Context: an optimization exercise on an open-source flow, tuned for small area, a short achievable clock period and few clock cycles per item. The choices shown serve that exercise and are no tape-out recipe. The RTL was checked by simulation tests, not by an equivalence proof against the original design. Power and IR drop assume default switching activity.

==> design/flow/design.v <==
module csc_fa (
    input  wire a,
    input  wire b,
    input  wire c,
    output wire s,
    output wire co
);
    assign s  = a ^ b ^ c;
    assign co = (a & b) | (c & (a ^ b));
endmodule
module csc_ha (
    input  wire a,
    input  wire b,
    output wire s,
    output wire co
);
    assign s  = a ^ b;
    assign co = a & b;
endmodule
module csc_tab_r1_g1 (
    input  wire [3:0] x,
    output wire [33:0] t
);
    assign t[0] = 16'haad5 >> x;
    assign t[1] = 16'h66cc >> x;
    assign t[2] = 16'h1e3c >> x;
    assign t[3] = 16'hfe03 >> x;
    assign t[4] = 16'hfe00 >> x;
    assign t[5] = 16'h54aa >> x;
    assign t[6] = 16'h3266 >> x;
    assign t[7] = 16'ha4b4 >> x;
    assign t[8] = 16'h926d >> x;
    assign t[9] = 16'h24b6 >> x;
    assign t[10] = 16'h38c7 >> x;
    assign t[11] = 16'hc0f8 >> x;
    assign t[12] = 16'h00ff >> x;
    assign t[13] = 16'h9076 >> x;
    assign t[14] = 16'hd66e >> x;
    assign t[15] = 16'h9100 >> x;
    assign t[16] = 16'h6fff >> x;
    assign t[17] = 16'haaaa >> x;
    assign t[18] = 16'h3333 >> x;
    assign t[19] = 16'h6969 >> x;
    assign t[20] = 16'hb24d >> x;
    assign t[21] = 16'h96db >> x;
    assign t[22] = 16'hdb6d >> x;
    assign t[23] = 16'hb6db >> x;
    assign t[24] = 16'h71c7 >> x;
    assign t[25] = 16'h5a95 >> x;
    assign t[26] = 16'h6319 >> x;
    assign t[27] = 16'hd6b4 >> x;
    assign t[28] = 16'h9b26 >> x;
    assign t[29] = 16'hb692 >> x;
    assign t[30] = 16'h8e71 >> x;
    assign t[31] = 16'h81f0 >> x;
    assign t[32] = 16'h7ff0 >> x;
    assign t[33] = 16'hfff0 >> x;
endmodule
module csc_tab_r2_g2 (
    input  wire [3:0] x,
    output wire [24:0] t
);
    assign t[0] = 16'h09de >> x;
    assign t[1] = 16'h5554 >> x;
    assign t[2] = 16'h3332 >> x;
    assign t[3] = 16'ha5a4 >> x;
    assign t[4] = 16'h6c92 >> x;
    assign t[5] = 16'h4924 >> x;
    assign t[6] = 16'h8e38 >> x;
    assign t[7] = 16'h0fc0 >> x;
    assign t[8] = 16'hf000 >> x;
    assign t[9] = 16'h52d5 >> x;
    assign t[10] = 16'h1fad >> x;
    assign t[11] = 16'h75ac >> x;
    assign t[12] = 16'h5936 >> x;
    assign t[13] = 16'h3492 >> x;
    assign t[14] = 16'h5924 >> x;
    assign t[15] = 16'h3492 >> x;
    assign t[16] = 16'h0c71 >> x;
    assign t[17] = 16'h56a5 >> x;
    assign t[18] = 16'h6739 >> x;
    assign t[19] = 16'h2d6b >> x;
    assign t[20] = 16'h49b2 >> x;
    assign t[21] = 16'h2496 >> x;
    assign t[22] = 16'h1c71 >> x;
    assign t[23] = 16'h03f0 >> x;
    assign t[24] = 16'h000f >> x;
endmodule
module csc_tab_b1_g3 (
    input  wire [3:0] x,
    output wire [31:0] t
);
    assign t[0] = 16'he86a >> x;
    assign t[1] = 16'h3c52 >> x;
    assign t[2] = 16'h5227 >> x;
    assign t[3] = 16'h36ee >> x;
    assign t[4] = 16'h0e1e >> x;
    assign t[5] = 16'hfe01 >> x;
    assign t[6] = 16'h54aa >> x;
    assign t[7] = 16'h3266 >> x;
    assign t[8] = 16'h0e1e >> x;
    assign t[9] = 16'h54ab >> x;
    assign t[10] = 16'h98cc >> x;
    assign t[11] = 16'he0f0 >> x;
    assign t[12] = 16'h00ff >> x;
    assign t[13] = 16'h0b97 >> x;
    assign t[14] = 16'h488a >> x;
    assign t[15] = 16'h141d >> x;
    assign t[16] = 16'h1fe0 >> x;
    assign t[17] = 16'h4aaa >> x;
    assign t[18] = 16'h6ccc >> x;
    assign t[19] = 16'h70f0 >> x;
    assign t[20] = 16'h2a55 >> x;
    assign t[21] = 16'h19cc >> x;
    assign t[22] = 16'h5296 >> x;
    assign t[23] = 16'h6318 >> x;
    assign t[24] = 16'h294a >> x;
    assign t[25] = 16'h4d93 >> x;
    assign t[26] = 16'h24b6 >> x;
    assign t[27] = 16'h4924 >> x;
    assign t[28] = 16'h2492 >> x;
    assign t[29] = 16'h1c71 >> x;
    assign t[30] = 16'h03f0 >> x;
    assign t[31] = 16'h000f >> x;
endmodule
module csc_tab_b2_g4 (
    input  wire [3:0] x,
    output wire [23:0] t
);
    assign t[0] = 16'he92e >> x;
    assign t[1] = 16'hc2ba >> x;
    assign t[2] = 16'hb774 >> x;
    assign t[3] = 16'h9112 >> x;
    assign t[4] = 16'h8f0e >> x;
    assign t[5] = 16'h2a54 >> x;
    assign t[6] = 16'h3398 >> x;
    assign t[7] = 16'hc3e0 >> x;
    assign t[8] = 16'hfc00 >> x;
    assign t[9] = 16'h0594 >> x;
    assign t[10] = 16'h4e2e >> x;
    assign t[11] = 16'h5030 >> x;
    assign t[12] = 16'h0a95 >> x;
    assign t[13] = 16'h398c >> x;
    assign t[14] = 16'h52d6 >> x;
    assign t[15] = 16'h6318 >> x;
    assign t[16] = 16'h294a >> x;
    assign t[17] = 16'h4d93 >> x;
    assign t[18] = 16'h24b6 >> x;
    assign t[19] = 16'h4924 >> x;
    assign t[20] = 16'h2492 >> x;
    assign t[21] = 16'h1c71 >> x;
    assign t[22] = 16'h03f0 >> x;
    assign t[23] = 16'h000f >> x;
endmodule
module csc_add_r (
    input  wire [12:0] a,
    input  wire [12:0] b,
    output wire [8:0] s
);
    wire [12:0] g = a & b;
    wire [12:0] p = a ^ b;
    wire g1_1;
    wire p1_1;
    wire g1_3;
    wire p1_3;
    wire g1_5;
    wire p1_5;
    wire g1_7;
    wire p1_7;
    wire g1_9;
    wire p1_9;
    wire g1_11;
    wire p1_11;
    wire g2_2;
    wire p2_2;
    wire g2_3;
    wire p2_3;
    wire g2_6;
    wire p2_6;
    wire g2_7;
    wire p2_7;
    wire g2_10;
    wire p2_10;
    wire g2_11;
    wire p2_11;
    wire g3_4;
    wire p3_4;
    wire g3_5;
    wire p3_5;
    wire g3_6;
    wire p3_6;
    wire g3_7;
    wire p3_7;
    wire g3_12;
    wire p3_12;
    wire g4_8;
    wire p4_8;
    wire g4_9;
    wire p4_9;
    wire g4_10;
    wire p4_10;
    wire g4_11;
    wire p4_11;
    wire g4_12;
    wire p4_12;
    assign g1_1 = g[1] | (p[1] & g[0]);
    assign p1_1 = p[1] & p[0];
    assign g1_3 = g[3] | (p[3] & g[2]);
    assign p1_3 = p[3] & p[2];
    assign g1_5 = g[5] | (p[5] & g[4]);
    assign p1_5 = p[5] & p[4];
    assign g1_7 = g[7] | (p[7] & g[6]);
    assign p1_7 = p[7] & p[6];
    assign g1_9 = g[9] | (p[9] & g[8]);
    assign p1_9 = p[9] & p[8];
    assign g1_11 = g[11] | (p[11] & g[10]);
    assign p1_11 = p[11] & p[10];
    assign g2_2 = g[2] | (p[2] & g1_1);
    assign p2_2 = p[2] & p1_1;
    assign g2_3 = g1_3 | (p1_3 & g1_1);
    assign p2_3 = p1_3 & p1_1;
    assign g2_6 = g[6] | (p[6] & g1_5);
    assign p2_6 = p[6] & p1_5;
    assign g2_7 = g1_7 | (p1_7 & g1_5);
    assign p2_7 = p1_7 & p1_5;
    assign g2_10 = g[10] | (p[10] & g1_9);
    assign p2_10 = p[10] & p1_9;
    assign g2_11 = g1_11 | (p1_11 & g1_9);
    assign p2_11 = p1_11 & p1_9;
    assign g3_4 = g[4] | (p[4] & g2_3);
    assign p3_4 = p[4] & p2_3;
    assign g3_5 = g1_5 | (p1_5 & g2_3);
    assign p3_5 = p1_5 & p2_3;
    assign g3_6 = g2_6 | (p2_6 & g2_3);
    assign p3_6 = p2_6 & p2_3;
    assign g3_7 = g2_7 | (p2_7 & g2_3);
    assign p3_7 = p2_7 & p2_3;
    assign g3_12 = g[12] | (p[12] & g2_11);
    assign p3_12 = p[12] & p2_11;
    assign g4_8 = g[8] | (p[8] & g3_7);
    assign p4_8 = p[8] & p3_7;
    assign g4_9 = g1_9 | (p1_9 & g3_7);
    assign p4_9 = p1_9 & p3_7;
    assign g4_10 = g2_10 | (p2_10 & g3_7);
    assign p4_10 = p2_10 & p3_7;
    assign g4_11 = g2_11 | (p2_11 & g3_7);
    assign p4_11 = p2_11 & p3_7;
    assign g4_12 = g3_12 | (p3_12 & g3_7);
    assign p4_12 = p3_12 & p3_7;
    assign s[0] = p[4] ^ g2_3;
    assign s[1] = p[5] ^ g3_4;
    assign s[2] = p[6] ^ g3_5;
    assign s[3] = p[7] ^ g3_6;
    assign s[4] = p[8] ^ g3_7;
    assign s[5] = p[9] ^ g4_8;
    assign s[6] = p[10] ^ g4_9;
    assign s[7] = p[11] ^ g4_10;
    assign s[8] = p[12] ^ g4_11;
endmodule
module csc_add_b (
    input  wire [12:0] a,
    input  wire [12:0] b,
    output wire [8:0] s
);
    wire [12:0] g = a & b;
    wire [12:0] p = a ^ b;
    wire g1_1;
    wire p1_1;
    wire g1_3;
    wire p1_3;
    wire g1_5;
    wire p1_5;
    wire g1_7;
    wire p1_7;
    wire g1_9;
    wire p1_9;
    wire g1_11;
    wire p1_11;
    wire g2_2;
    wire p2_2;
    wire g2_3;
    wire p2_3;
    wire g2_6;
    wire p2_6;
    wire g2_7;
    wire p2_7;
    wire g2_10;
    wire p2_10;
    wire g2_11;
    wire p2_11;
    wire g3_4;
    wire p3_4;
    wire g3_5;
    wire p3_5;
    wire g3_6;
    wire p3_6;
    wire g3_7;
    wire p3_7;
    wire g3_12;
    wire p3_12;
    wire g4_8;
    wire p4_8;
    wire g4_9;
    wire p4_9;
    wire g4_10;
    wire p4_10;
    wire g4_11;
    wire p4_11;
    wire g4_12;
    wire p4_12;
    assign g1_1 = g[1] | (p[1] & g[0]);
    assign p1_1 = p[1] & p[0];
    assign g1_3 = g[3] | (p[3] & g[2]);
    assign p1_3 = p[3] & p[2];
    assign g1_5 = g[5] | (p[5] & g[4]);
    assign p1_5 = p[5] & p[4];
    assign g1_7 = g[7] | (p[7] & g[6]);
    assign p1_7 = p[7] & p[6];
    assign g1_9 = g[9] | (p[9] & g[8]);
    assign p1_9 = p[9] & p[8];
    assign g1_11 = g[11] | (p[11] & g[10]);
    assign p1_11 = p[11] & p[10];
    assign g2_2 = g[2] | (p[2] & g1_1);
    assign p2_2 = p[2] & p1_1;
    assign g2_3 = g1_3 | (p1_3 & g1_1);
    assign p2_3 = p1_3 & p1_1;
    assign g2_6 = g[6] | (p[6] & g1_5);
    assign p2_6 = p[6] & p1_5;
    assign g2_7 = g1_7 | (p1_7 & g1_5);
    assign p2_7 = p1_7 & p1_5;
    assign g2_10 = g[10] | (p[10] & g1_9);
    assign p2_10 = p[10] & p1_9;
    assign g2_11 = g1_11 | (p1_11 & g1_9);
    assign p2_11 = p1_11 & p1_9;
    assign g3_4 = g[4] | (p[4] & g2_3);
    assign p3_4 = p[4] & p2_3;
    assign g3_5 = g1_5 | (p1_5 & g2_3);
    assign p3_5 = p1_5 & p2_3;
    assign g3_6 = g2_6 | (p2_6 & g2_3);
    assign p3_6 = p2_6 & p2_3;
    assign g3_7 = g2_7 | (p2_7 & g2_3);
    assign p3_7 = p2_7 & p2_3;
    assign g3_12 = g[12] | (p[12] & g2_11);
    assign p3_12 = p[12] & p2_11;
    assign g4_8 = g[8] | (p[8] & g3_7);
    assign p4_8 = p[8] & p3_7;
    assign g4_9 = g1_9 | (p1_9 & g3_7);
    assign p4_9 = p1_9 & p3_7;
    assign g4_10 = g2_10 | (p2_10 & g3_7);
    assign p4_10 = p2_10 & p3_7;
    assign g4_11 = g2_11 | (p2_11 & g3_7);
    assign p4_11 = p2_11 & p3_7;
    assign g4_12 = g3_12 | (p3_12 & g3_7);
    assign p4_12 = p3_12 & p3_7;
    assign s[0] = p[4] ^ g2_3;
    assign s[1] = p[5] ^ g3_4;
    assign s[2] = p[6] ^ g3_5;
    assign s[3] = p[7] ^ g3_6;
    assign s[4] = p[8] ^ g3_7;
    assign s[5] = p[9] ^ g4_8;
    assign s[6] = p[10] ^ g4_9;
    assign s[7] = p[11] ^ g4_10;
    assign s[8] = p[12] ^ g4_11;
endmodule
module csc_add_g (
    input  wire [20:0] a,
    input  wire [20:0] b,
    output wire [8:0] s
);
    wire [20:0] g = a & b;
    wire [20:0] p = a ^ b;
    wire g1_1;
    wire p1_1;
    wire g1_3;
    wire p1_3;
    wire g1_5;
    wire p1_5;
    wire g1_7;
    wire p1_7;
    wire g1_9;
    wire p1_9;
    wire g1_11;
    wire p1_11;
    wire g1_13;
    wire p1_13;
    wire g1_15;
    wire p1_15;
    wire g1_17;
    wire p1_17;
    wire g1_19;
    wire p1_19;
    wire g2_2;
    wire p2_2;
    wire g2_3;
    wire p2_3;
    wire g2_6;
    wire p2_6;
    wire g2_7;
    wire p2_7;
    wire g2_10;
    wire p2_10;
    wire g2_11;
    wire p2_11;
    wire g2_14;
    wire p2_14;
    wire g2_15;
    wire p2_15;
    wire g2_18;
    wire p2_18;
    wire g2_19;
    wire p2_19;
    wire g3_4;
    wire p3_4;
    wire g3_5;
    wire p3_5;
    wire g3_6;
    wire p3_6;
    wire g3_7;
    wire p3_7;
    wire g3_12;
    wire p3_12;
    wire g3_13;
    wire p3_13;
    wire g3_14;
    wire p3_14;
    wire g3_15;
    wire p3_15;
    wire g3_20;
    wire p3_20;
    wire g4_8;
    wire p4_8;
    wire g4_9;
    wire p4_9;
    wire g4_10;
    wire p4_10;
    wire g4_11;
    wire p4_11;
    wire g4_12;
    wire p4_12;
    wire g4_13;
    wire p4_13;
    wire g4_14;
    wire p4_14;
    wire g4_15;
    wire p4_15;
    wire g5_16;
    wire p5_16;
    wire g5_17;
    wire p5_17;
    wire g5_18;
    wire p5_18;
    wire g5_19;
    wire p5_19;
    wire g5_20;
    wire p5_20;
    assign g1_1 = g[1] | (p[1] & g[0]);
    assign p1_1 = p[1] & p[0];
    assign g1_3 = g[3] | (p[3] & g[2]);
    assign p1_3 = p[3] & p[2];
    assign g1_5 = g[5] | (p[5] & g[4]);
    assign p1_5 = p[5] & p[4];
    assign g1_7 = g[7] | (p[7] & g[6]);
    assign p1_7 = p[7] & p[6];
    assign g1_9 = g[9] | (p[9] & g[8]);
    assign p1_9 = p[9] & p[8];
    assign g1_11 = g[11] | (p[11] & g[10]);
    assign p1_11 = p[11] & p[10];
    assign g1_13 = g[13] | (p[13] & g[12]);
    assign p1_13 = p[13] & p[12];
    assign g1_15 = g[15] | (p[15] & g[14]);
    assign p1_15 = p[15] & p[14];
    assign g1_17 = g[17] | (p[17] & g[16]);
    assign p1_17 = p[17] & p[16];
    assign g1_19 = g[19] | (p[19] & g[18]);
    assign p1_19 = p[19] & p[18];
    assign g2_2 = g[2] | (p[2] & g1_1);
    assign p2_2 = p[2] & p1_1;
    assign g2_3 = g1_3 | (p1_3 & g1_1);
    assign p2_3 = p1_3 & p1_1;
    assign g2_6 = g[6] | (p[6] & g1_5);
    assign p2_6 = p[6] & p1_5;
    assign g2_7 = g1_7 | (p1_7 & g1_5);
    assign p2_7 = p1_7 & p1_5;
    assign g2_10 = g[10] | (p[10] & g1_9);
    assign p2_10 = p[10] & p1_9;
    assign g2_11 = g1_11 | (p1_11 & g1_9);
    assign p2_11 = p1_11 & p1_9;
    assign g2_14 = g[14] | (p[14] & g1_13);
    assign p2_14 = p[14] & p1_13;
    assign g2_15 = g1_15 | (p1_15 & g1_13);
    assign p2_15 = p1_15 & p1_13;
    assign g2_18 = g[18] | (p[18] & g1_17);
    assign p2_18 = p[18] & p1_17;
    assign g2_19 = g1_19 | (p1_19 & g1_17);
    assign p2_19 = p1_19 & p1_17;
    assign g3_4 = g[4] | (p[4] & g2_3);
    assign p3_4 = p[4] & p2_3;
    assign g3_5 = g1_5 | (p1_5 & g2_3);
    assign p3_5 = p1_5 & p2_3;
    assign g3_6 = g2_6 | (p2_6 & g2_3);
    assign p3_6 = p2_6 & p2_3;
    assign g3_7 = g2_7 | (p2_7 & g2_3);
    assign p3_7 = p2_7 & p2_3;
    assign g3_12 = g[12] | (p[12] & g2_11);
    assign p3_12 = p[12] & p2_11;
    assign g3_13 = g1_13 | (p1_13 & g2_11);
    assign p3_13 = p1_13 & p2_11;
    assign g3_14 = g2_14 | (p2_14 & g2_11);
    assign p3_14 = p2_14 & p2_11;
    assign g3_15 = g2_15 | (p2_15 & g2_11);
    assign p3_15 = p2_15 & p2_11;
    assign g3_20 = g[20] | (p[20] & g2_19);
    assign p3_20 = p[20] & p2_19;
    assign g4_8 = g[8] | (p[8] & g3_7);
    assign p4_8 = p[8] & p3_7;
    assign g4_9 = g1_9 | (p1_9 & g3_7);
    assign p4_9 = p1_9 & p3_7;
    assign g4_10 = g2_10 | (p2_10 & g3_7);
    assign p4_10 = p2_10 & p3_7;
    assign g4_11 = g2_11 | (p2_11 & g3_7);
    assign p4_11 = p2_11 & p3_7;
    assign g4_12 = g3_12 | (p3_12 & g3_7);
    assign p4_12 = p3_12 & p3_7;
    assign g4_13 = g3_13 | (p3_13 & g3_7);
    assign p4_13 = p3_13 & p3_7;
    assign g4_14 = g3_14 | (p3_14 & g3_7);
    assign p4_14 = p3_14 & p3_7;
    assign g4_15 = g3_15 | (p3_15 & g3_7);
    assign p4_15 = p3_15 & p3_7;
    assign g5_16 = g[16] | (p[16] & g4_15);
    assign p5_16 = p[16] & p4_15;
    assign g5_17 = g1_17 | (p1_17 & g4_15);
    assign p5_17 = p1_17 & p4_15;
    assign g5_18 = g2_18 | (p2_18 & g4_15);
    assign p5_18 = p2_18 & p4_15;
    assign g5_19 = g2_19 | (p2_19 & g4_15);
    assign p5_19 = p2_19 & p4_15;
    assign g5_20 = g3_20 | (p3_20 & g4_15);
    assign p5_20 = p3_20 & p4_15;
    assign s[0] = p[12] ^ g4_11;
    assign s[1] = p[13] ^ g4_12;
    assign s[2] = p[14] ^ g4_13;
    assign s[3] = p[15] ^ g4_14;
    assign s[4] = p[16] ^ g4_15;
    assign s[5] = p[17] ^ g5_16;
    assign s[6] = p[18] ^ g5_17;
    assign s[7] = p[19] ^ g5_18;
    assign s[8] = p[20] ^ g5_19;
endmodule
module csc_chroma (
    input  wire [7:0] u,
    input  wire [7:0] v,
    output wire [7:0] dr,
    output wire pr,
    output wire [7:0] dg,
    output wire pg,
    output wire [7:0] db,
    output wire pb
);
    wire [33:0] n1;
    wire [24:0] n2;
    wire [31:0] n3;
    wire [23:0] n4;
    wire [8:0] n5;
    wire [8:0] n6;
    wire n7;
    wire n8;
    wire n9;
    wire n10;
    wire n11;
    wire n12;
    wire n13;
    wire n14;
    wire n15;
    wire n16;
    wire n17;
    wire n18;
    wire n19;
    wire n20;
    wire n21;
    wire n22;
    wire n23;
    wire n24;
    wire n25;
    wire n26;
    wire n27;
    wire n28;
    wire n29;
    wire n30;
    wire n31;
    wire n32;
    wire n33;
    wire n34;
    wire n35;
    wire n36;
    wire n37;
    wire n38;
    wire n39;
    wire n40;
    wire n41;
    wire n42;
    wire n43;
    wire n44;
    wire n45;
    wire n46;
    wire n47;
    wire n48;
    wire n49;
    wire n50;
    wire n51;
    wire n52;
    wire n53;
    wire n54;
    wire n55;
    wire n56;
    wire n57;
    wire n58;
    wire n59;
    wire n60;
    wire n61;
    wire n62;
    wire n63;
    wire n64;
    wire n65;
    wire n66;
    wire n67;
    wire n68;
    wire n69;
    wire n70;
    wire n71;
    wire n72;
    wire n73;
    wire n74;
    wire n75;
    wire n76;
    wire [8:0] n77;
    csc_tab_r1_g1 u1 (.x(v[7:4]), .t(n1));
    csc_tab_r2_g2 u2 (.x(v[3:0]), .t(n2));
    csc_tab_b1_g3 u3 (.x(u[7:4]), .t(n3));
    csc_tab_b2_g4 u4 (.x(u[3:0]), .t(n4));
    csc_add_r u5 (.a({n1[12], n1[11], n1[10], n1[9], n1[8], n1[7], n1[6], n1[5], n1[4], n1[3], n1[2], n1[1], n1[0]}), .b({1'b0, 1'b0, 1'b0, 1'b0, n2[8], n2[7], n2[6], n2[5], n2[4], n2[3], n2[2], n2[1], n2[0]}), .s(n5));
    csc_add_b u6 (.a({n3[12], n3[11], n3[10], n3[9], n3[8], n3[7], n3[6], n3[5], n3[4], n3[3], n3[2], n3[1], n3[0]}), .b({1'b0, 1'b0, 1'b0, 1'b0, n4[8], n4[7], n4[6], n4[5], n4[4], n4[3], n4[2], n4[1], n4[0]}), .s(n6));
    csc_ha u7 (.a(n1[13]), .b(n2[9]), .s(n7), .co(n8));
    csc_fa u8 (.a(n1[14]), .b(n2[10]), .c(n3[14]), .s(n9), .co(n10));
    csc_fa u9 (.a(n1[15]), .b(n2[11]), .c(n3[15]), .s(n11), .co(n12));
    csc_fa u10 (.a(n1[16]), .b(n2[12]), .c(n3[16]), .s(n13), .co(n14));
    csc_fa u11 (.a(n1[17]), .b(n2[13]), .c(n3[17]), .s(n15), .co(n16));
    csc_fa u12 (.a(n1[18]), .b(n2[14]), .c(n3[18]), .s(n17), .co(n18));
    csc_fa u13 (.a(n1[19]), .b(n2[15]), .c(n3[19]), .s(n19), .co(n20));
    csc_fa u14 (.a(n1[20]), .b(n2[16]), .c(n3[20]), .s(n21), .co(n22));
    csc_fa u15 (.a(n1[21]), .b(n2[17]), .c(n3[21]), .s(n23), .co(n24));
    csc_fa u16 (.a(n1[22]), .b(n2[18]), .c(n3[22]), .s(n25), .co(n26));
    csc_fa u17 (.a(n1[23]), .b(n2[19]), .c(n3[23]), .s(n27), .co(n28));
    csc_fa u18 (.a(n1[24]), .b(n2[20]), .c(n3[24]), .s(n29), .co(n30));
    csc_fa u19 (.a(n1[25]), .b(n2[21]), .c(n3[25]), .s(n31), .co(n32));
    csc_fa u20 (.a(n1[26]), .b(n2[22]), .c(n3[26]), .s(n33), .co(n34));
    csc_fa u21 (.a(n1[27]), .b(n2[23]), .c(n3[27]), .s(n35), .co(n36));
    csc_ha u22 (.a(n1[28]), .b(n2[24]), .s(n37), .co(n38));
    csc_ha u23 (.a(n7), .b(n3[13]), .s(n39), .co(n40));
    csc_fa u24 (.a(n8), .b(n9), .c(n4[10]), .s(n41), .co(n42));
    csc_fa u25 (.a(n10), .b(n11), .c(n4[11]), .s(n43), .co(n44));
    csc_fa u26 (.a(n12), .b(n13), .c(n4[12]), .s(n45), .co(n46));
    csc_fa u27 (.a(n14), .b(n15), .c(n4[13]), .s(n47), .co(n48));
    csc_fa u28 (.a(n16), .b(n17), .c(n4[14]), .s(n49), .co(n50));
    csc_fa u29 (.a(n18), .b(n19), .c(n4[15]), .s(n51), .co(n52));
    csc_fa u30 (.a(n20), .b(n21), .c(n4[16]), .s(n53), .co(n54));
    csc_fa u31 (.a(n22), .b(n23), .c(n4[17]), .s(n55), .co(n56));
    csc_fa u32 (.a(n24), .b(n25), .c(n4[18]), .s(n57), .co(n58));
    csc_fa u33 (.a(n26), .b(n27), .c(n4[19]), .s(n59), .co(n60));
    csc_fa u34 (.a(n28), .b(n29), .c(n4[20]), .s(n61), .co(n62));
    csc_fa u35 (.a(n30), .b(n31), .c(n4[21]), .s(n63), .co(n64));
    csc_fa u36 (.a(n32), .b(n33), .c(n4[22]), .s(n65), .co(n66));
    csc_fa u37 (.a(n34), .b(n35), .c(n4[23]), .s(n67), .co(n68));
    csc_fa u38 (.a(n36), .b(n37), .c(n3[28]), .s(n69), .co(n70));
    csc_fa u39 (.a(n38), .b(n1[29]), .c(n3[29]), .s(n71), .co(n72));
    csc_ha u40 (.a(n1[30]), .b(n3[30]), .s(n73), .co(n74));
    csc_ha u41 (.a(n1[31]), .b(n3[31]), .s(n75), .co(n76));
    csc_add_g u42 (.a({n1[33], n76, n74, n72, n70, n68, n66, n64, n62, n60, n58, n56, n54, n52, n50, n48, n46, n44, n42, n40, n39}), .b({1'b0, n1[32], n75, n73, n71, n69, n67, n65, n63, n61, n59, n57, n55, n53, n51, n49, n47, n45, n43, n41, n4[9]}), .s(n77));
    assign dr = {n5[7], n5[6], n5[5], n5[4], n5[3], n5[2], n5[1], n5[0]};
    assign pr = ~n5[8];
    assign dg = {n77[7], n77[6], n77[5], n77[4], n77[3], n77[2], n77[1], n77[0]};
    assign pg = ~n77[8];
    assign db = {n6[7], n6[6], n6[5], n6[4], n6[3], n6[2], n6[1], n6[0]};
    assign pb = ~n6[8];
endmodule
module csc_chan (
    input  wire [7:0] y,
    input  wire [7:0] d,
    input  wire p,
    output wire [7:0] q
);
    wire n1;
    wire n2;
    wire n3;
    wire n4;
    wire n5;
    wire n6;
    wire n7;
    wire n8;
    wire n9;
    wire n10;
    wire n11;
    wire n12;
    wire n13;
    wire n14;
    wire n15;
    wire n16;
    csc_ha u1 (.a(y[0]), .b(d[0]), .s(n1), .co(n2));
    csc_fa u2 (.a(y[1]), .b(d[1]), .c(n2), .s(n3), .co(n4));
    csc_fa u3 (.a(y[2]), .b(d[2]), .c(n4), .s(n5), .co(n6));
    csc_fa u4 (.a(y[3]), .b(d[3]), .c(n6), .s(n7), .co(n8));
    csc_fa u5 (.a(y[4]), .b(d[4]), .c(n8), .s(n9), .co(n10));
    csc_fa u6 (.a(y[5]), .b(d[5]), .c(n10), .s(n11), .co(n12));
    csc_fa u7 (.a(y[6]), .b(d[6]), .c(n12), .s(n13), .co(n14));
    csc_fa u8 (.a(y[7]), .b(d[7]), .c(n14), .s(n15), .co(n16));
    assign q[0] = (n1 & n16) | (n1 & p) | (n16 & p);
    assign q[1] = (n3 & n16) | (n3 & p) | (n16 & p);
    assign q[2] = (n5 & n16) | (n5 & p) | (n16 & p);
    assign q[3] = (n7 & n16) | (n7 & p) | (n16 & p);
    assign q[4] = (n9 & n16) | (n9 & p) | (n16 & p);
    assign q[5] = (n11 & n16) | (n11 & p) | (n16 & p);
    assign q[6] = (n13 & n16) | (n13 & p) | (n16 & p);
    assign q[7] = (n15 & n16) | (n15 & p) | (n16 & p);
endmodule
module yuv420_block_csc (
    input  wire        clk,
    input  wire        rst,         
    input  wire        in_valid,
    output wire        in_ready,
    input  wire [31:0] in_y,        
    input  wire [7:0]  in_u,
    input  wire [7:0]  in_v,
    output wire        out_valid,
    input  wire        out_ready,
    output wire [95:0] out_rgb      
);
    reg        rdy;                 
    reg        a_valid;
    reg [47:0] a_d;                 
    reg        s_valid;
    reg [47:0] s_d;                 
    reg        p_valid;
    reg [31:0] p_y;
    reg [7:0]  p_dr, p_dg, p_db;    
    reg        p_pr, p_pg, p_pb;    
    reg        b_valid;
    reg        b_idle;              
    reg [95:0] b_rgb;
    wire [7:0] b_en;
    wire [1:0] p_en;
    wire [1:0] a_en;
    genvar k;
    generate
        for (k = 0; k < 8; k = k + 1) begin : g_ben
            csc_en2 u_en (.a(b_idle), .b(out_ready), .y(b_en[k]));
        end
        for (k = 0; k < 2; k = k + 1) begin : g_pen
            csc_en3 u_en (.a(!p_valid), .b(b_idle), .c(out_ready), .y(p_en[k]));
            csc_en4 u_ena (.a(!a_valid), .b(!p_valid), .c(b_idle), .d(out_ready), .y(a_en[k]));
        end
    endgenerate
    wire b_go = b_idle || out_ready;
    wire p_go = !p_valid || b_go;
    wire a_go = !a_valid || p_go;
    wire acc  = in_valid && rdy;
    assign in_ready  = rdy;
    assign out_valid = b_valid;
    assign out_rgb   = b_rgb;
    wire s_valid_n = s_valid ? !a_go : (acc && !a_go);
    wire [47:0] in_d = {in_v, in_u, in_y};
    wire [47:0] a_nx = s_valid ? s_d : in_d;
    always @(posedge clk) begin
        if (!s_valid)
            s_d <= in_d;
        if (a_en[0]) a_d[23:0]  <= a_nx[23:0];
        if (a_en[1]) a_d[47:24] <= a_nx[47:24];
    end
    always @(posedge clk) begin
        if (rst) begin
            rdy     <= 1'b1;
            s_valid <= 1'b0;
            a_valid <= 1'b0;
            p_valid <= 1'b0;
            b_valid <= 1'b0;
            b_idle  <= 1'b1;
        end else begin
            rdy     <= !s_valid_n;
            s_valid <= s_valid_n;
            if (a_go) a_valid <= s_valid || acc;
            if (p_go) p_valid <= a_valid;
            if (b_go) begin
                b_valid <= p_valid;
                b_idle  <= !p_valid;
            end
        end
    end
    wire [7:0] dr, dg, db;
    wire       pr, pg, pb;
    csc_chroma u_chroma (
        .u(a_d[39:32]), .v(a_d[47:40]),
        .dr(dr), .pr(pr), .dg(dg), .pg(pg), .db(db), .pb(pb)
    );
    always @(posedge clk) begin
        if (p_en[0]) begin
            p_y[15:0] <= a_d[15:0];
            p_dr <= dr;
            p_dg <= dg;
            p_pr <= pr;
            p_pg <= pg;
        end
        if (p_en[1]) begin
            p_y[31:16] <= a_d[31:16];
            p_db <= db;
            p_pb <= pb;
        end
    end
    wire [95:0] rgb;
    generate
        for (k = 0; k < 4; k = k + 1) begin : g_pix
            csc_chan u_r (.y(p_y[8*k +: 8]), .d(p_dr), .p(p_pr), .q(rgb[24*k + 16 +: 8]));
            csc_chan u_g (.y(p_y[8*k +: 8]), .d(p_dg), .p(p_pg), .q(rgb[24*k + 8  +: 8]));
            csc_chan u_b (.y(p_y[8*k +: 8]), .d(p_db), .p(p_pb), .q(rgb[24*k      +: 8]));
        end
        for (k = 0; k < 8; k = k + 1) begin : g_b
            always @(posedge clk) begin
                if (b_en[k])
                    b_rgb[12*k +: 12] <= rgb[12*k +: 12];
            end
        end
    endgenerate
endmodule
module csc_en2 (input wire a, input wire b, output wire y);
    assign y = a | b;
endmodule
module csc_en3 (input wire a, input wire b, input wire c, output wire y);
    assign y = a | b | c;
endmodule
module csc_en4 (input wire a, input wire b, input wire c, input wire d, output wire y);
    assign y = a | b | c | d;
endmodule
==> design/flow/flow/run.sh <==
#!/bin/bash
# Layout flow: the standard ORFS flow with two changes: the port buffers
# are sky130_fd_sc_hd__buf_2 cells instead of the delay cell buffer_ports picks by
# itself, and clock tree synthesis inserts no dummy loads.
set -euo pipefail
cd "$(dirname "$0")/.."
export BUFFER_PORTS_ARGS="-buffer_cell sky130_fd_sc_hd__buf_2"
export CTS_ARGS="-sink_clustering_enable -repair_clock_nets -dont_use_dummy_load -buf_list {sky130_fd_sc_hd__clkbuf_4 sky130_fd_sc_hd__clkbuf_8} -sink_clustering_size 30"
bash standard.sh > flow_standard.log 2>&1 || { tail -50 flow_standard.log; exit 1; }
tail -5 flow_standard.log
==> design/flow/standard.sh <==
#!/bin/bash
# synth_recipe.tcl (not shown) runs the flow's synth.tcl, then flattens the netlist and writes it again
# the make line also repeats each setting of config.mk as NAME=value (left out here)
make -C /OpenROAD-flow-scripts/flow DESIGN_CONFIG=/design/flow/config.mk WORK_HOME=/design/flow/orfs CLKGATE_MAP_FILE= SYNTH_SCRIPT=/design/flow/synth_recipe.tcl "${@:-finish}"
==> design/flow/config.mk <==
export PLATFORM = sky130hd
export DESIGN_NAME = yuv420_block_csc
export DESIGN_NICKNAME = yuv420_block_csc
export VERILOG_FILES = /design/flow/design.v
export SDC_FILE = /design/flow/constraint.sdc
export NUM_CORES = 4
export LEC_CHECK = 0
export CAP_MARGIN = 20
export CORE_MARGIN = 2
export CORE_UTILIZATION = 40
export SLEW_MARGIN = 20
export SYNTH_HIERARCHICAL = 1
==> design/flow/constraint.sdc <==
create_clock -name core_clock -period 22.0 [get_ports {clk}]
set_input_delay 4.4000 -clock core_clock [delete_from_list [all_inputs] [get_ports {clk}]]
set_output_delay 4.4000 -clock core_clock [all_outputs]
set_load 0.01 [all_outputs]
==> results of run 1 <==
## per-module statistics from Yosys (local to each module, per instance), a selection
module | flip-flops and latches | area (um^2)
csc_add_b | 0 | 419
csc_add_g | 0 | 606
csc_add_r | 0 | 419
csc_chan | 0 | 113
csc_en2 | 0 | 6.26
csc_en3 | 0 | 6.26
csc_en4 | 0 | 7.51
csc_ha | 0 | 12.5
csc_tab_b2_g4 | 0 | 706
csc_tab_r1_g1 | 0 | 733
yuv420_block_csc | 257 | 7870
## worst max path at each step
stage / start / end / slack, ns / cells past startpoint
after floorplan: out_ready / a_d[0] / 16.38 / 1
after global placement: out_ready / a_d[12] / 15.92 / 2
after detailed placement: out_ready / a_d[5] / 15.89 / 2
after CTS: b_rgb[8] / out_rgb[8] / 16.39 / 1
after global routing: b_rgb[7] / out_rgb[7] / 16.39 / 1
final: b_rgb[7] / out_rgb[7] / 16.42 / 1
## metal layers
metal | vias up | share of wire
met2 | 249 | 0.49
met3 | 51 | 0.047
met1 | 4605 | 0.44
met4 | 0 | 0.021
met5 | - | 0
li1 | 4484 | -
## registers in the layout, indices dropped and copies added (netlist names)
name     count
p_pr         1
b_rgb       96
p_dr         8
p_pg         1
p_valid      1
p_dg         8
b_valid      1
s_d         48
b_idle       1
p_pb         1
a_d         48
p_db         8
rdy          1
a_valid      1
p_y         32
s_valid      1
## cells by family (layout without fill, tap and decap cells)
logic type,Yosys count,after routing,share of synthesized area
fa+ha+maj,309,309,0.290
flops,257,257,0.449
compound gates,225,225,0.0957
simple gates,173,173,0.0551
buf+inv,116,249,0.0483
mux,59,59,0.0456
xor+xnor,28,28,0.0154
other cells,1,9,0.000235
## through the flow
step	hold slack, ns	power [W]	cell area [um^2]	setup WS [ns]	std cells
2_1_floorplan	0.400	0.00139	16000	16.38	1176
3_3_place_gp	0.403	0.00162	16900	15.92	1792
3_5_place_dp	0.405	0.00164	16900	15.89	1792
4_1_cts	0.356	0.00197	17500	16.39	1834
5_1_grt	0.360	0.00209	17500	16.39	1834
6_report	0.346	0.00195	17500	16.42	1834
## where the power goes
| group | switching [W] | internal (W) |
|---|---|---|
| Clock | 0.000161 | 0.000168 |
| Sequential | 0.000116 | 0.000707 |
| Combinational | 0.000404 | 0.000392 |
| Total | 0.000682 | 0.00127 |
## area by class of cell
cell class | count | area, um^2 | area share
Multi-Input combinational cell | 803 | 8060 | 0.461
Sequential cell | 257 | 7180 | 0.411
Timing Repair Buffer | 160 | 828 | 0.0474
Tap cell | 525 | 657 | 0.0376
Clock buffer | 42 | 578 | 0.0331
Inverter | 47 | 176 | 0.0101
## placed cells by master, fill, tap and decap left out, types with 11 or more instances in the layout
master / instances
sky130_fd_sc_hd__mux2_2: 39
sky130_fd_sc_hd__maj3_2: 96
sky130_fd_sc_hd__fa_1: 119
sky130_fd_sc_hd__dfxtp_1: 53
sky130_fd_sc_hd__a21oi_1: 52
sky130_fd_sc_hd__buf_2: 149
sky130_fd_sc_hd__a21o_1: 17
sky130_fd_sc_hd__nor2b_1: 13
sky130_fd_sc_hd__nand2_1: 43
sky130_fd_sc_hd__ha_1: 94
sky130_fd_sc_hd__edfxtp_1: 203
sky130_fd_sc_hd__clkbuf_8: 42
sky130_fd_sc_hd__nor2_1: 41
sky130_fd_sc_hd__o211ai_1: 12
sky130_fd_sc_hd__o21ai_0: 32
sky130_fd_sc_hd__nand3_1: 11
sky130_fd_sc_hd__o21ai_1: 25
sky130_fd_sc_hd__xnor2_1: 18
sky130_fd_sc_hd__nand2b_1: 18
sky130_fd_sc_hd__inv_1: 45
sky130_fd_sc_hd__buf_4: 11
==> notes.md, run 1 <==
The worst register-to-register path begins at a_d[47]. The highest-utilization routing layer at the global route stage is met2. The via count normalized by instance count is about 5.1. The max-slew violation count was 0.

The clock sink count is 257. The fraction of met2 tracks used by global routing is 0.286. The number of endpoints with negative hold slack in the final report is 0. Counting both buffers and inverters, the worst setup path holds a total of 1. The count of cells along the worst hold path came out at 0. The post-cts gate resize count is 0. The critical path in this run is classified as reg2out. After synthesis, the most frequently instantiated cells are sky130_fd_sc_hd__edfxtp_1, sky130_fd_sc_hd__fa_1, sky130_fd_sc_hd__maj3_2. The TritonCTS clock tree is yes. By instance count, the leading cell after synthesis is sky130_fd_sc_hd__edfxtp_1. The number of nets with antenna violations after detailed routing came out at 0. Detailed placement finished with a half-perimeter wire length of 27.1 mm. The post-synthesis register bit count came out at between 200 and 300. The maximum fanout count along the critical path is 1. The worst hold path begins at a_d[19]. TritonCTS created 42 clock buffers. Of the available clock period, the critical path in the final layout requires 0.253.

The routed wirelength normalized by instance count is ~19 um. Summed over all layers, the global routing overflow is 0. The worst setup skew after layout is 0.0801 ns. The overall die height came out at 204 um. In this run the mean area of a mapped cell was about 14 um^2. For this design, the slowest cell found on the critical path is sky130_fd_sc_hd__edfxtp_1. The total detailed-routing wirelength is approximately 35 mm.

The min-delay analysis places its worst path in the category reg2reg. The count of max-cap constraint violations is 0. The net count of the finished layout is roughly 1,600. The distinct cell type count after synthesis came out at 81.

The remaining design rule violation count is 0. The initial core utilization is 0.404. The post-synth design cell area is 16,000 um^2. The dominant cell type by area after synthesis is sky130_fd_sc_hd__edfxtp_1. By area the synthesized netlist is led by sky130_fd_sc_hd__edfxtp_1, sky130_fd_sc_hd__fa_1, sky130_fd_sc_hd__ha_1, sky130_fd_sc_hd__dfxtp_1, sky130_fd_sc_hd__maj3_2. The worst setup slack for register-to-register paths is about 17 ns.

The setup-violating endpoint count in the final report is 0. The data required time at the worst endpoint came out at between 15 and 20 ns. The number of cells on the worst reg-to-reg path is 13. The signal on the critical path passes through buf_2. The number of rows created at floorplan came out at 73. The first-pass iteration count of the detailed router is 5. The routed via count is about 9,400. The maximum number of pins on one net before global-route repair came out at between 40 and 50.

The H-tree was split into 2 levels. The via count of the first global-routing pass is 9,181. Headroom to the max-slew limit came out at 0.306.

The end of the worst register-to-register path is p_dg[5]. For this run, the number of Yosys warnings is 7. The number of I/O port buffers came out at between 100 and 150.

The cell area power density is 111 nW/um^2. The number of instances in the synthesized netlist is ~1,200. For hold timing, the worst endpoint is p_y[19].

The area fraction of the dominant cell type after synthesis is 0.382. The layout filler cell count came out at between 3,000 and 4,000. STA puts the critical path data arrival time at about 1.2 ns. Setup repair after global routing left no endpoint under its margin. Yosys mapped a number of flops with a built-in enable equal to 203. Post-CTS timing repair inserted 0 buffers for setup. The initial detailed-routing violation count came out at approximately 540. The post-layout utilization of the core is 0.442. In this design, the stage delay of the slowest critical-path cell is approximately 0.42 ns. The placeable core area came out at 39,500 um^2.

The number of diodes came out at 0. The die outline area is 41,500 um^2. The flip-flop cell with the highest count after synthesis is sky130_fd_sc_hd__edfxtp_1. For the pin with the worst max-slew slack, the measured transition is between 1 and 1.5 ns.

The first-pass GRT wire length is roughly 54 mm. The die extent in x is between 200 and 250 um. Clock-pin slew was measured on the worst setup and hold paths at roughly 0.06 ns.

The worst path needs around 5.6 ns of the cycle, external delays included. The layout overhead on the synthesized area came out at 9.40%. The proportion of register bits with asynchronous set or reset after synthesis came out at 0. The critical path capture point type is a primary output.

The highest attainable clock frequency is 179 MHz. The clock latency reported for the late side of the worst-skew pair came out at 0.59 ns. The met3 track demand over resource in global routing came out at 0.0257. The category of the worst setup path launch point is a register.

The routability-driven placement congestion ratio is around 0.88. Clock tree synthesis selected as its root buffer the cell sky130_fd_sc_hd__clkbuf_8. The leakage power of the design is 6.88 nW. The setup TNS came out at 0 ns. The number of hold-repair buffers added at the cts stage is 0. The sequential share of the synthesized area is 0.449. The met1 global-route usage came out at 0.231. The flow ran to the end and the layout has no timing, DRC or antenna violations. The largest vdd supply drop came out at 0.0000430 V. Grouping stages by cell kind, the critical path spends the most delay in flip-flops.

The initial antenna violation count came out at 0. The number of buffers between clock root and the deepest sink is 3. For this run, the total global-route usage over all layers was measured as 0.171.

Of the cells placed in the final design, the portion with a size suffix greater than 1 is 0.299. The top-level I/O count is 150.
Testbench counts, summed over its fixed seeds: cycles 16,024, items 16,000.
==> inputs of run 2 (changes only) <==
==> design/flow/flow/run.sh (replaced) <==
#!/bin/bash
# Layout flow: the standard ORFS flow with two changes: the port buffers
# are sky130_fd_sc_hd__buf_2 cells instead of the delay cell buffer_ports picks by
# itself, and clock tree synthesis inserts no dummy loads.
set -euo pipefail
cd "$(dirname "$0")/.."
export BUFFER_PORTS_ARGS="-buffer_cell sky130_fd_sc_hd__buf_2"
export CTS_ARGS="-sink_clustering_enable -repair_clock_nets -dont_use_dummy_load"
bash standard.sh > flow_standard.log 2>&1 || { tail -50 flow_standard.log; exit 1; }
tail -5 flow_standard.log
==> run 2 against run 1 <==
  * Core utilization up 0.18 points
  * Cell count down 0.87%
  * Register-to-register slack worse by 0.02 ns
  * Count of clock-buffer cells in the layout down 16
  * Largest power group unchanged
==> notes.md, run 2 <==
The cell area power density is between 100 and 150 nW/um^2. The final cell count without fillers is approximately 1,800. The die extent in x came out at approximately 200 um.

The net count of the finished layout came out at 1,560. The number of diodes came out at 0. The area fraction of the dominant cell type after synthesis is 0.382. The number of placed instances, taps included, is around 1,800. sky130_fd_sc_hd__edfxtp_1 is the most common cell in the netlist. The die covers a little over 40,000 um^2. The cell sitting at the root of the clock tree is a sky130_fd_sc_hd__clkbuf_16.

The routability-driven placement congestion ratio came out at 0.881. The via count normalized by instance count came out at just over 5. The largest vdd supply drop came out at between 0.00006 and 0.00007 V. The share of the cycle needed by the critical path after routing came out at 0.252. The worst setup skew after layout is between 0.07 and 0.08 ns. The total detailed-routing wirelength came out at between 30 and 40 mm. Counting flops with a built-in enable in the synthesized netlist gives 203. The pin slew with the least headroom to its limit came out at 1.05 ns. The layout filler cell count came out at around 3,600. The flip-flop cell with the highest count after synthesis is sky130_fd_sc_hd__edfxtp_1. Relative to the synthesized area, the layout overhead comes to 9.86%.

The cell area that synthesis handed to floorplanning was around 16,000 um^2. The initial antenna violation count came out at 0. The leakage power of the design came out at approximately 7 nW.

The post-synthesis register bit count came out at around 260. The number of warnings printed during yosys synthesis is 7. The worst setup path is captured at a register.

The number of nets with antenna violations after detailed routing came out at 0. For this run, the detailed router's first-pass iteration total came to 4. The number of endpoints with negative hold slack in the final report is 0. In this run the number of H-tree levels came out at 1. The layout cell share with drive strength beyond 1 is 0.290.

Clock-pin slew was measured on the worst setup and hold paths at 0.05 ns. Yosys attributes the largest share of cell area to sky130_fd_sc_hd__edfxtp_1, sky130_fd_sc_hd__fa_1, sky130_fd_sc_hd__ha_1, sky130_fd_sc_hd__dfxtp_1, sky130_fd_sc_hd__maj3_2. Leaving out fill and tap cells, the most frequent cell in the layout is sky130_fd_sc_hd__edfxtp_1.

The setup TNS is 0 ns. The first-pass GRT wire length is approximately 53 mm. The number of buffers between clock root and the deepest sink is 3.

For the finished layout, the period the worst path requires is 5.55 ns. For this run, the register share of the synthesized area comes to 0.449. The number of rows created at floorplan came out at 73. By startpoint and endpoint, the worst setup path is classified as in2reg. The highest attainable clock frequency is between 150 and 200 MHz. STA classifies the critical path startpoint as a primary input. The distinct cell type count after synthesis is 81.

The arrival time at the worst endpoint is 5.76 ns. In this run, the number of DRC markers left after iteration 0 of detailed routing was between 500 and 600. The register cell area after layout is between 7000 and 8000 um^2.

The die is roughly 200 um tall. The dominant cell type by area after synthesis is sky130_fd_sc_hd__edfxtp_1. For this run, the total global-route usage over all layers was measured as 0.168.

The combined area of the multi-input logic cells is around 8100 um^2. The routed via count is ~9,300. The tightest min-delay check is of the reg2reg type. In this run the worst path has a maximum fanout of 17. The number of CTS-inserted buffers is 26. The number of I/O port buffers is 149.

The synthesized area per cell came out at around 14 um^2. The remaining max-slew budget at the tightest pin is 0.301. Across the run, the number of max-cap violations was 0. In the layout the commonest cells are sky130_fd_sc_hd__edfxtp_1, sky130_fd_sc_hd__buf_2, sky130_fd_sc_hd__fa_1, sky130_fd_sc_hd__maj3_2, sky130_fd_sc_hd__ha_1. The clock latency reported for the late side of the worst-skew pair is 0.55 ns. Setup repair after global routing left no endpoint under its margin.

The remaining design rule violation count is 0. The largest registers in the layout are b_rgb x96, a_d x48, s_d x48. The clock sink count is 257. The initial core utilization came out at 0.404. The post-cts gate resize count is 0. The top-level I/O count came out at 150. Of all flip-flops after synthesis, the portion carrying an async set or reset was 0.

The register with the most flip-flops in the layout has 96 of them. Detailed placement ended at an HPWL of approximately 27 mm. The setup-violating endpoint count in the final report came out at 0.

The overall overflow remaining after global route is 0. The maximum number of pins on one net before global-route repair is between 40 and 50. The max-slew violation count came out at 0.

The number of hold-repair buffers added at the cts stage is 0. For the worst setup path, the data required time is between 20 and 25 ns. After clock tree synthesis, the setup repair step added 0 buffers. The number of instances in the synthesized netlist came out at 1,168. The flow ran to the end and the layout has no timing, DRC or antenna violations. Counting instances in the post-synthesis netlist gives the leading cell types as sky130_fd_sc_hd__edfxtp_1, sky130_fd_sc_hd__fa_1, sky130_fd_sc_hd__maj3_2. More flip-flops sit in one register than any other, and that register is b_rgb. The routed wirelength normalized by instance count is 19.1 um. The via count of the first global-routing pass was 9,016. The TritonCTS clock tree is yes. The floorplan step defined a core boundary enclosing roughly 40,000 um^2.
-- run 2: changes by cell type in the layout (fill, tap and decap cells not counted) --
| cell | change |
|---|---|
| sky130_fd_sc_hd__clkbuf_16 | +26 |
| sky130_fd_sc_hd__clkbuf_8 | -42 |
-- run 2: critical path: stages --
cell	delay, ns
sky130_fd_sc_hd__buf_2	0.21
sky130_fd_sc_hd__or4_1	0.79
sky130_fd_sc_hd__buf_4	0.34
-- run 2: per-module statistics from Yosys (local to each module, per instance), excerpt --
module / times used / cell area [um^2] / flip-flops and latches / cells
csc_en2: 8 / 6.26 / 0 / 1
csc_add_r: 1 / 419 / 0 / 50
csc_en3: 2 / 6.26 / 0 / 1
csc_tab_r1_g1: 1 / 733 / 0 / 110
csc_chroma: 1 / 15.0 / 0 / 4
csc_tab_b2_g4: 1 / 706 / 0 / 94
csc_fa: 114 / 20.0 / 0 / 1
csc_add_b: 1 / 419 / 0 / 50
csc_tab_r2_g2: 1 / 601 / 0 / 95
yuv420_block_csc: 1 / 7870 / 257 / 323
csc_add_g: 1 / 606 / 0 / 74
csc_en4: 2 / 7.51 / 0 / 1
-- run 2: cell type report --
cell class                 instances  area share
clock buffer                      26      0.0371
inverter                          47      0.0101
multi-input combinational        803       0.459
sequential                       257       0.409
tap                              525      0.0374
timing repair buffer             160      0.0472
-- run 2: kinds of logic (layout without fill, tap and decap cells) --
kind of cell	count (synthesis)	count (layout)	synth area share
adder cells (fa/ha/maj)	309	309	0.290
flip-flops	257	257	0.449
AO/OA/AOI/OAI	225	225	0.0957
AND/OR/NAND/NOR	173	173	0.0551
buffers and inverters	116	233	0.0483
multiplexers	59	59	0.0456
XOR/XNOR	28	28	0.0154
other	1	9	0.000235
-- run 2: path summary, 6_finish.rpt --
kind                   from       to  slack (ns)  cells after the start
setup / recovery  out_ready  a_d[32]       16.45                      3
hold / removal      a_d[19]  p_y[19]        0.37                      0
setup reg to reg    a_d[41]  p_dg[5]       17.08                     15
hold reg to reg     a_d[19]  p_y[19]        0.37                      0
-- run 2: power breakdown --
group / switching, W / leakage (nW) / internal (W)
Clock: 0.000159 / 0.320 / 0.000206
Sequential: 0.000116 / 2.59 / 0.000706
Combinational: 0.000403 / 3.98 / 0.000392
Total: 0.000679 / 6.90 / 0.00130
-- run 2: per-stage QoR --
step / area, um^2 / worst slack [ns] / util / hold WS (ns) / total power, W
final: 17500 / 16.45 / 0.444 / 0.366 / 0.00198
after global routing: 17500 / 16.43 / 0.444 / 0.379 / 0.00212
after CTS: 17500 / 16.42 / 0.444 / 0.367 / 0.00201
after detailed placement: 16900 / 15.89 / 0.427 / 0.405 / 0.00164
after global placement: 16900 / 15.92 / 0.427 / 0.403 / 0.00162
after floorplan: 16000 / 16.38 / - / 0.400 / 0.00139
-- run 2: routing by layer --
metal	routed length, um	up-vias	global-route usage	part of all wire
li1	-	4459	-	-
met1	15400	4548	0.229	0.44
met2	16800	237	0.281	0.48
met3	1670	55	0.0198	0.048
met4	896	0	0.0474	0.026
met5	0	-	0	0
==> inputs of run 3 (changes only) <==
--- a/design/flow/design.v
+++ b/design/flow/design.v
@@ -683,6 +683,23 @@
     assign db = {n6[7], n6[6], n6[5], n6[4], n6[3], n6[2], n6[1], n6[0]};
     assign pb = ~n6[8];
 endmodule
+module csc_keephi (
+    input  wire c,
+    input  wire p,
+    output wire keep,
+    output wire hi
+);
+    assign keep = c | p;
+    assign hi = c & p;
+endmodule
+module csc_clamp (
+    input  wire [7:0] s,
+    input  wire keep,
+    input  wire hi,
+    output wire [7:0] q
+);
+    assign q = (s & {8{keep}}) | {8{hi}};
+endmodule
 module csc_chan (
     input  wire [7:0] y,
     input  wire [7:0] d,
@@ -705,6 +722,7 @@
     wire n14;
     wire n15;
     wire n16;
+    wire keep, hi;
     csc_ha u1 (.a(y[0]), .b(d[0]), .s(n1), .co(n2));
     csc_fa u2 (.a(y[1]), .b(d[1]), .c(n2), .s(n3), .co(n4));
     csc_fa u3 (.a(y[2]), .b(d[2]), .c(n4), .s(n5), .co(n6));
@@ -713,14 +731,8 @@
     csc_fa u6 (.a(y[5]), .b(d[5]), .c(n10), .s(n11), .co(n12));
     csc_fa u7 (.a(y[6]), .b(d[6]), .c(n12), .s(n13), .co(n14));
     csc_fa u8 (.a(y[7]), .b(d[7]), .c(n14), .s(n15), .co(n16));
-    assign q[0] = (n1 & n16) | (n1 & p) | (n16 & p);
-    assign q[1] = (n3 & n16) | (n3 & p) | (n16 & p);
-    assign q[2] = (n5 & n16) | (n5 & p) | (n16 & p);
-    assign q[3] = (n7 & n16) | (n7 & p) | (n16 & p);
-    assign q[4] = (n9 & n16) | (n9 & p) | (n16 & p);
-    assign q[5] = (n11 & n16) | (n11 & p) | (n16 & p);
-    assign q[6] = (n13 & n16) | (n13 & p) | (n16 & p);
-    assign q[7] = (n15 & n16) | (n15 & p) | (n16 & p);
+    csc_keephi u9 (.c(n16), .p(p), .keep(keep), .hi(hi));
+    csc_clamp u10 (.s({n15, n13, n11, n9, n7, n5, n3, n1}), .keep(keep), .hi(hi), .q(q));
 endmodule
 module yuv420_block_csc (
     input  wire        clk,
@@ -746,17 +758,21 @@
     reg        b_valid;
     reg        b_idle;              
     reg [95:0] b_rgb;
+    wire p_x = !p_valid || b_idle;
+    wire a_x = !a_valid || p_x;
     wire [7:0] b_en;
-    wire [1:0] p_en;
+    wire [2:0] p_en;
     wire [1:0] a_en;
     genvar k;
     generate
         for (k = 0; k < 8; k = k + 1) begin : g_ben
-            csc_en2 u_en (.a(b_idle), .b(out_ready), .y(b_en[k]));
+            csc_en u_en (.a(b_idle), .b(out_ready), .y(b_en[k]));
         end
-        for (k = 0; k < 2; k = k + 1) begin : g_pen
-            csc_en3 u_en (.a(!p_valid), .b(b_idle), .c(out_ready), .y(p_en[k]));
-            csc_en4 u_ena (.a(!a_valid), .b(!p_valid), .c(b_idle), .d(out_ready), .y(a_en[k]));
+        for (k = 0; k < 3; k = k + 1) begin : g_pen
+            csc_en u_en (.a(p_x), .b(out_ready), .y(p_en[k]));
+        end
+        for (k = 0; k < 2; k = k + 1) begin : g_aen
+            csc_en u_en (.a(a_x), .b(out_ready), .y(a_en[k]));
         end
     endgenerate
     wire b_go = b_idle || out_ready;
@@ -804,15 +820,17 @@
         if (p_en[0]) begin
             p_y[15:0] <= a_d[15:0];
             p_dr <= dr;
-            p_dg <= dg;
             p_pr <= pr;
-            p_pg <= pg;
         end
         if (p_en[1]) begin
             p_y[31:16] <= a_d[31:16];
-            p_db <= db;
+            p_pg <= pg;
             p_pb <= pb;
         end
+        if (p_en[2]) begin
+            p_dg <= dg;
+            p_db <= db;
+        end
     end
     wire [95:0] rgb;
     generate
@@ -829,12 +847,6 @@
         end
     endgenerate
 endmodule
-module csc_en2 (input wire a, input wire b, output wire y);
+module csc_en (input wire a, input wire b, output wire y);
     assign y = a | b;
 endmodule
-module csc_en3 (input wire a, input wire b, input wire c, output wire y);
-    assign y = a | b | c;
-endmodule
-module csc_en4 (input wire a, input wire b, input wire c, input wire d, output wire y);
-    assign y = a | b | c | d;
-endmodule
==> design/flow/flow/run.sh (replaced) <==
#!/bin/bash
# Layout flow: the standard ORFS flow with two changes: the port buffers
# are sky130_fd_sc_hd__buf_2 cells instead of the delay cell buffer_ports picks by
# itself, and clock tree synthesis uses clkbuf_4/clkbuf_8 cells, clusters of up
# to 30 sinks and no dummy loads.
set -euo pipefail
cd "$(dirname "$0")/.."
export BUFFER_PORTS_ARGS="-buffer_cell sky130_fd_sc_hd__buf_2"
export CTS_ARGS="-sink_clustering_enable -repair_clock_nets -dont_use_dummy_load -buf_list {sky130_fd_sc_hd__clkbuf_4 sky130_fd_sc_hd__clkbuf_8} -sink_clustering_size 30"
bash standard.sh > flow_standard.log 2>&1 || { tail -50 flow_standard.log; exit 1; }
tail -5 flow_standard.log
--- a/design/flow/config.mk
+++ b/design/flow/config.mk
@@ -7,6 +7,6 @@
 export LEC_CHECK = 0
 export CAP_MARGIN = 20
 export CORE_MARGIN = 2
-export CORE_UTILIZATION = 40
+export CORE_UTILIZATION = 65
 export SLEW_MARGIN = 20
 export SYNTH_HIERARCHICAL = 1
==> run 3 against run 2 <==
  * Still clean on timing, DRC and antenna
  * Total power down 5.1%
  * Global-route usage up 9.4 points
  * Clock skew down 0.013 ns
  * Cell count down 8.4%
  * Fmax up 0.62%
  * Cell area down 2.7%
  * Critical endpoint is now out_rgb[69]
==> notes.md, run 3 <==
The first-pass iteration count of the detailed router came out at 8. In the final routed layout, each cell accounts on average for between 20 and 25 um. The share of the Yosys chip area taken by registers is 0.452. The placeable core area is around 24,000 um^2. Yosys attributes the largest share of cell area to sky130_fd_sc_hd__edfxtp_1, sky130_fd_sc_hd__fa_1, sky130_fd_sc_hd__ha_1, sky130_fd_sc_hd__dfxtp_1, sky130_fd_sc_hd__a21o_1.

The share of the cycle needed by the critical path after routing is 0.251. The die outline area came out at 25,700 um^2. By count the netlist is led by sky130_fd_sc_hd__edfxtp_1, sky130_fd_sc_hd__fa_1, sky130_fd_sc_hd__a21o_1. The distinct cell type count after synthesis is 82. The setup path with the least slack is of type reg2out. The TritonCTS clock tree is yes. The clock slew at the register clock pins of the worst setup and hold paths came out at around 0.060 ns. From left edge to right edge, the die measures between 150 and 200 um. The share of the synthesized area in compound gates (AO/OA/AOI/OAI) is 0.146. The number of buffers between clock root and the deepest sink came out at 3.

In this run the number of H-tree levels came out at 2. In the final layout, the share of cells above drive strength 1 is 0.228. The simple-gate area share of the yosys netlist is 0.0674.

The initial antenna violation count is 0. The worst setup slack for register-to-register paths came out at ~17 ns. The arrival time at the worst endpoint came out at 1.12 ns. The top cell types in the final layout, fill and taps aside, are sky130_fd_sc_hd__edfxtp_1, sky130_fd_sc_hd__buf_2, sky130_fd_sc_hd__fa_1, sky130_fd_sc_hd__a21o_1, sky130_fd_sc_hd__ha_1. The maximum cell stage delay along the critical path is approximately 0.42 ns.

The pin slew with the least headroom to its limit is approximately 1.1 ns. The combined area of the multi-input logic cells is 7930 um^2. The initial detailed-routing violation count came out at about 740. The overall die height is 160 um. In this run the remaining antenna-violating nets after routing total 0. The number of diodes is 0. The routability-driven placement congestion ratio is 0.887. The register with the most flip-flops in the final layout is b_rgb. Along the worst path, the maximum fanout reaches 1. The post-layout utilization of the core is 0.708. The layout overhead on the synthesized area is 7.64%. STA classifies the critical path endpoint as a primary output. Once the clock tree was built, the resizer swapped 0 gates to a different size. The share of synthesized cell area in full adder, half adder and majority cells is 0.224.

The largest vdd supply drop is between 0.00006 and 0.00007 V. The xor and xnor fraction of the mapped netlist area came out at 0.0149. The clock latency reported for the late side of the worst-skew pair is 0.54 ns. The number of flip-flops in the largest register is 96. The leakage power of the design came out at ~7 nW.

The remaining max-slew budget at the tightest pin came out at 0.293. The number of endpoints with negative hold slack in the final report is 0. The number of I/O port buffers is 149. The final critical path time including I/O delays and setup came out at between 5 and 6 ns. On the critical path, the stage with the largest delay is an instance of sky130_fd_sc_hd__edfxtp_1. The number of buffer and inverter stages on the critical path is 1. The number of rows created at floorplan is 57. The max-slew violation count came out at 0. Among all cell types in the netlist, the one instantiated most often is sky130_fd_sc_hd__edfxtp_1. The routed via count is 9,753. In the global route stage, overall resource usage came out at 0.262. The dominant combinational cell family by area after synthesis is adder cells.

Traced cell by cell, the critical path runs through buf_2. The clock sink count is 257. Hold repair after CTS inserted 0 buffers. The remaining design rule violation count is 0. The share of synthesized area spent on multiplexers is 0.0459.

On the final layout, the worst hold slack is around 0.39 ns. Counting the fill cells in the layout gives ~1,700. The setup-violating endpoint count in the final report came out at 0. Global routing finished with a remaining overflow of 0. For this run, the leading register cell type out of synthesis is sky130_fd_sc_hd__edfxtp_1.

The most common cell after layout, fill and taps aside is sky130_fd_sc_hd__edfxtp_1. The number of warnings printed during yosys synthesis came out at 7. The class of the tightest hold or removal check is reg2reg. Of the post-synthesis cell area, the dominant cell type holds 0.384. In this run the count of I/O pins placed on the die edge is 150. The run finished with no timing, DRC or antenna violations.

The total half-perimeter wirelength after legalization and detailed placement is about 26 mm. The post-synth design cell area came out at around 16,000 um^2. Static timing analysis puts the maximum clock frequency at 181 MHz.

The number of instances in the synthesized netlist is roughly 1,200. The biggest area contributor in the post-synthesis netlist is sky130_fd_sc_hd__edfxtp_1. The via count of the first global-routing pass is 9,419.

The data required time at the worst endpoint came out at between 15 and 20 ns. The maximum number of pins on one net before global-route repair is 43. The register cell area after layout came out at between 7000 and 8000 um^2. In this design, the largest share of critical-path delay is due to flip-flops.

The number of CTS-inserted buffers is 42. The setup TNS is 0 ns. The proportion of register bits with asynchronous set or reset after synthesis came out at 0.

The count of max-cap constraint violations is 0. Setup repair after global routing left no endpoint under its margin. The largest registers in the layout are b_rgb x96, a_d x48, s_d x48. Post-CTS timing repair inserted 0 buffers for setup. The cell area power density came out at 110 nW/um^2. The net count of the finished layout is between 1,500 and 2,000. The via count normalized by instance count is 5.85. The post-synthesis register bit count came out at around 260. The count of flip-flops with a built-in enable after synthesis is between 200 and 250. The synthesized area per cell came out at between 10 and 15 um^2. The worst setup path is launched from a register.

The tree is rooted in a sky130_fd_sc_hd__clkbuf_8. The routed design has around 33 mm of wire. The clock arrives with between 0.06 and 0.07 ns of skew. The first-pass GRT wire length is around 52 mm. The initial core utilization is 0.658.
[run 3: cell types whose count changed in the layout (fill, tap and decap cells not counted), sizes merged, moves of 5 or more]
cell    previous run  this run
maj3              96         0
a21o              17       111
or2               11        28
clkbuf            26        42
and2               5        17
a21oi             59        67
buf              160       155
[run 3: layout make-up]
type,count,area share
flip-flops and latches,257,0.420
well taps,324,0.0237
clock buffers,42,0.0339
inverters,50,0.0110
multi-input cells,838,0.465
repair buffers,155,0.0463
[run 3: logic make-up (layout without fill, tap and decap cells)]
group / count (synthesis) / after routing
buffers and inverters: 119 / 247
AND/OR/NAND/NOR: 200 / 200
AO/OA/AOI/OAI: 330 / 330
other: 1 / 9
adder cells (fa/ha/maj): 213 / 213
XOR/XNOR: 27 / 27
flip-flops: 257 / 257
multiplexers: 59 / 59
[run 3: per-module statistics from Yosys, one instance, submodules excluded, excerpt]
module,cells,flops+latches,copies in the design
csc_ha,1,0,17
csc_tab_b2_g4,94,0,1
csc_chroma,4,0,1
csc_tab_r1_g1,110,0,1
csc_add_b,50,0,1
csc_en,1,0,13
csc_tab_b1_g3,105,0,1
csc_keephi,2,0,12
[run 3: path summary, 6_finish.rpt]
| check | end | depth (start not counted) | startpoint |
|---|---|---|---|
| hold reg to reg | p_y[18] | 0 | a_d[18] |
| setup / recovery | out_rgb[69] | 1 | b_rgb[69] |
| setup reg to reg | p_dg[4] | 13 | a_d[37] |
| hold / removal | p_y[18] | 0 | a_d[18] |
[run 3: power breakdown]
part | total, W | switching, W | internal, W
Clock | 0.000324 | 0.000156 | 0.000168
Combinational | 0.000739 | 0.000386 | 0.000353
Sequential | 0.000819 | 0.000111 | 0.000708
Total | 0.00188 | 0.000654 | 0.00123
[run 3: routing by layer]
| metal | up-vias | GRT usage | share of wire |
|---|---|---|---|
| met1 | 4764 | 0.379 | 0.46 |
| met4 | 0 | 0.0762 | 0.024 |
| met3 | 61 | 0.0540 | 0.061 |
| met5 | - | 0 | 0 |
| li1 | 4591 | - | - |
| met2 | 337 | 0.407 | 0.46 |
[run 3: per-stage QoR]
stage / worst slack (ns) / total power (W) / instances / cell area, um^2
2_1_floorplan: 16.62 / 0.00133 / 1214 / 15900
3_3_place_gp: 15.89 / 0.00153 / 1624 / 16500
3_5_place_dp: 15.91 / 0.00155 / 1624 / 16500
4_1_cts: 16.44 / 0.00189 / 1666 / 17100
5_1_grt: 16.45 / 0.00200 / 1666 / 17100
6_report: 16.48 / 0.00188 / 1666 / 17100
Testbench counts of run 3, summed over its fixed seeds: cycles 16,024, items 16,000.

static timing again, ports no longer ideal:
How much do the figures lean on ideal ports? The routed layouts below were timed once more, with nothing changed but the port constraints. Step 1 (the two cells are an assumption about what drives the block):
set clk [get_ports {clk}]
set_driving_cell -lib_cell sky130_fd_sc_hd__clkbuf_16 $clk
set_driving_cell -lib_cell sky130_fd_sc_hd__buf_2 [delete_from_list [all_inputs] $clk]
Step 2 moves the port delays by t, midway between the first and last clock arrival at a register: inputs arrive t later, outputs are due t later. That takes back most of the time a late clock gives input paths. Three values: ideal ports, drivers, drivers and shift; two values: the first two.
run | t (ns) | setup slack, ns | latest minus earliest clock arrival (ns)
run 1 | 0.597 | 16.425 / 16.375 / 15.968 | 0.084 / 0.083
run 2 | 0.567 | 16.449 / 16.407 / 15.913 | 0.084 / 0.084
run 3 | 0.557 | 16.484 / 16.438 / 15.968 | 0.069 / 0.070
After both steps every run listed still meets setup and hold. The setup slack of run 2, which loses most, moves by -0.042 ns with the drivers and by -0.536 ns with both steps.
